Background: an optimization exercise with open tools, aiming at small area, a short achievable clock period and few clock cycles per item. Do not read the settings as production practice.
Function was checked by simulation only, so behaviour that the tests miss may differ from the original.
Power and IR drop assume default switching activity.

Setup of run 1:
==> flow/design.v <==
module lora_tx_encoder (
    input  wire        clk,
    input  wire        rst,           
    input  wire        start,
    input  wire [3:0]  cfg_sf,        
    input  wire [3:0]  cfg_ppm,       
    input  wire [2:0]  cfg_rdd,       
    input  wire        cfg_explicit,  
    input  wire        nib_valid,
    output wire        nib_ready,
    input  wire [3:0]  nib_data,
    output wire        sym_valid,
    input  wire        sym_ready,
    output wire [15:0] sym_data
);
    localparam [63:0] SEED_N = 64'hE85C2EFFFFFFFFFF;
    localparam [63:0] SEED_1 = 64'hF8ECFEEFEFEFEFEF;
    reg  [2:0]  sh;                   
    reg  [3:0]  wsel;                 
    reg  [3:0]  pm1;                  
    reg  [2:0]  bw1;                  
    reg         rdd1;                 
    reg         expl;
    reg  [11:0] bp [0:7];             
    reg  [3:0]  j;                    
    reg         b_hdr;                
    reg         b_hdr_out;            
    reg         b_full;
    reg         reseed;               
    reg  [2:0]  skip;                 
    reg         fresh;                
    reg         nr;                   
    reg  [63:0] s;
    reg         widx;
    reg  [11:0] ap [0:7];             
    reg  [2:0]  k;                    
    reg         a_full;
    wire [3:0] d   = nib_data;
    wire       plain = b_hdr && expl && (j < 4'd5);
    wire [7:0] skey = fresh ? SEED_N[39:32] : (widx ? s[7:0] : s[39:32]);
    wire [7:0] key = skey & {8{!plain}};
    wire       b4  = d[0] ^ d[1] ^ d[2] ^ (d[3] & !b_hdr & rdd1);
    wire [7:0] cw  = {d[0] ^ d[2] ^ d[3], d[0] ^ d[1] ^ d[3], d[1] ^ d[2] ^ d[3], b4, d} ^ key;
    wire       accept = nib_valid && nr;
    wire       b_last = (j == pm1);
    assign nib_ready = nr;
    wire       a_last = (k == 3'd0);
    wire       sel_b  = !a_full || a_last;      
    wire       a_en   = a_full ? sym_ready : b_full;
    wire       xfer   = b_full && (!a_full || (a_last && sym_ready));
    reg [11:0] anext [0:6];
    integer p;
    always @* begin
        for (p = 0; p < 7; p = p + 1)
            anext[p] = sel_b ? bp[p] : {ap[p+1][wsel], ap[p+1][11:1]};
    end
    reg [11:0] g;
    integer q;
    always @* begin
        g[11] = anext[0][11];
        for (q = 10; q >= 0; q = q - 1)
            g[q] = g[q+1] ^ anext[0][q];
        for (q = 0; q < 12; q = q + 1)
            if (q < wsel) g[q] = 1'b0;
    end
    wire [11:0] sym_n = g >> sh;
    assign sym_valid = a_full;
    assign sym_data  = {4'd0, ap[0]};
    wire       a_full_n = xfer || (a_full && !(a_last && sym_ready));
    wire       b_full_n = (accept && b_last) || (b_full && !xfer);
    wire       reseed_n = accept && b_last && b_hdr && rdd1;
    wire [2:0] skip_n   = reseed ? nskip[3:1] : (skip != 3'd0) ? skip - 3'd1 : 3'd0;
    wire [3:0] nskip    = pm1 + 4'd1 - (expl ? 4'd5 : 4'd0);    
    wire [3:0] ppm_in   = (cfg_ppm == 4'd0) ? cfg_sf : cfg_ppm;
    function [63:0] step(input [63:0] r);
        step = {r[39:32] ^ r[31:24] ^ r[23:16] ^ r[7:0], r[63:8]};
    endfunction
    integer i;
    always @(posedge clk) begin
        if (accept)
            for (i = 0; i < 8; i = i + 1)
                bp[i] <= {cw[i], bp[i][11:1]};
        if (a_en) begin
            ap[0] <= sym_n;
            for (i = 1; i < 7; i = i + 1)
                ap[i] <= anext[i];
            ap[7] <= bp[7];
            k <= sel_b ? (b_hdr_out ? 3'd7 : bw1) : k - 3'd1;
        end
        if (fresh)
            s <= SEED_N;
        else if (reseed)
            s <= SEED_1;
        else if (skip != 3'd0 || (accept && !plain && widx))
            s <= step(s);
        if (rst) begin
            a_full <= 1'b0;
            b_full <= 1'b0;
            reseed <= 1'b0;
            skip   <= 3'd0;
            fresh  <= 1'b0;
            nr     <= 1'b0;
        end else if (start) begin
            sh     <= 3'd4 - cfg_sf[2:0];       
            wsel   <= 4'd12 - ppm_in;
            pm1    <= ppm_in - 4'd1;
            bw1    <= 3'd3 + cfg_rdd;
            rdd1   <= (cfg_rdd == 3'd1);
            expl   <= cfg_explicit;
            a_full <= 1'b0;
            b_full <= 1'b0;
            reseed <= 1'b0;
            skip   <= 3'd0;
            fresh  <= 1'b1;
            nr     <= 1'b1;
            b_hdr  <= 1'b1;
            b_hdr_out <= 1'b1;
            j      <= 4'd0;
            widx   <= 1'b0;
        end else begin
            fresh  <= 1'b0;
            a_full <= a_full_n;
            b_full <= b_full_n;
            reseed <= reseed_n;
            skip   <= skip_n;
            nr     <= (!b_full_n || !a_full_n) && !reseed_n && (skip_n == 3'd0);
            if (xfer)
                b_hdr_out <= 1'b0;
            if (accept) begin
                if (!plain)
                    widx <= ~widx;
                if (b_last) begin
                    j     <= 4'd0;
                    b_hdr <= 1'b0;
                end else begin
                    j <= j + 4'd1;
                end
            end
            if (reseed)
                widx <= nskip[0];
        end
    end
endmodule
clock: 14.0 ns
lec_check: 0
cap_margin: 20
core_margin: 2
core_utilization: 40
slew_margin: 20
standard.sh (not shown) runs the stock make flow with config.mk's settings and CLKGATE_MAP_FILE= SYNTH_SCRIPT=/design/flow/synth_recipe.tcl, a recipe that flattens the netlist after the stock synthesis.
==> flow/flow/run.sh <==
#!/bin/bash
# Standard layout, with repair_timing asked to leave extra setup slack so that
# the achieved period (clock period less setup slack) comes out short.
set -euo pipefail
bash standard.sh SETUP_SLACK_MARGIN=10 ABC_AREA=1 CTS_CLUSTER_SIZE=20 CTS_CLUSTER_DIAMETER=80 finish > make.log 2>&1
Testbench counts of run 1, summed over its fixed seeds: cycles 7,660, symbols 5,535.
Setup changes, run 1 to run 2
==> flow/flow/run.sh <==
#!/bin/bash
# Standard layout, with repair_timing asked to leave extra setup slack so that
# the achieved period (clock period less setup slack) comes out short.
set -euo pipefail
bash standard.sh SETUP_SLACK_MARGIN=10 ABC_AREA=1 CTS_BUF_LIST=sky130_fd_sc_hd__clkbuf_8 finish > make.log 2>&1
Notes after the runs:
- Post-route fraction of the period consumed by the critical path: run 2 vs run 1 — no meaningful difference
- Compared with run 1, run 2 is hungrier on power.
- Run 1 -> run 2: total via count in the routed design increased by a few percent
- [compare] base=run 1 new=run 2: final worst hold slack now sits lower, synthesis-to-layout area growth +2.8 points.
Setup changes, run 2 to run 3
==> flow/run.sh (new file) <==
#!/bin/bash
# synth_recipe.tcl (not shown) runs the flow's synth.tcl, then flattens the netlist and writes it again
# the make line also repeats each setting of config.mk as NAME=value (left out here)
make -C /OpenROAD-flow-scripts/flow DESIGN_CONFIG=/design/flow/config.mk WORK_HOME=/design/flow/orfs CLKGATE_MAP_FILE= SYNTH_SCRIPT=/design/flow/synth_recipe.tcl finish
removed: flow/flow/run.sh
removed: flow/standard.sh
Findings:
- Run 3 against run 2: number of antenna violations at the first check in global routing shows no meaningful change; die area shows an increase of about 1%; overall power of the completed layout shows an increase of 5.1%; area overhead of the layout relative to synthesis shows a reduction of 1.1 points; number of cells on the worst reg-to-reg path shows a reduction of 19.
- | remaining max-slew budget at the tightest pin | higher: run 2 |
- Run 2 -> run 3: number of sinks handled by clock tree synthesis delta 0, exact match
- Run 3 vs run 2 on met3 usage: run 3 is the lower one.
- Type of the setup path with the least slack = reg -> out: run 2; type of the setup path with the least slack = in -> reg: run 3
- Sort run 3 and run 2 by internal portion of total power desc -> top: run 3

-- port drivers added, routing unchanged --
The results above use ideal ports. As a check the final layouts listed here were re-extracted and re-timed, cells and wires unchanged.
Step 1 sets driving cells, clkbuf_16 on the clock port and buf_2 on the other inputs (assumed; they add their load-dependent delay and slew).
Step 2 moves the port delays by t, midway between the first and last clock arrival at a register: inputs arrive t later, outputs are due t later. That takes back most of the time a late clock gives input paths.
Slacks: ideal ports / drivers / drivers and shift; pairs: ideal ports / drivers.
run | t (ns) | slack for setup (ns) | latest minus earliest clock arrival (ns)
run 1 | 0.542 | 10.044 / 9.996 / 9.539 | 0.021 / 0.021
run 2 | 0.592 | 10.041 / 9.996 / 9.497 | 0.040 / 0.040
run 3 | 0.595 | 9.106 / 9.131 / 8.536 | 0.026 / 0.026
After both steps every run listed still meets setup and hold. For run 3, which loses most, drivers alone change the setup slack by +0.025 ns; drivers and shift together by -0.570 ns.
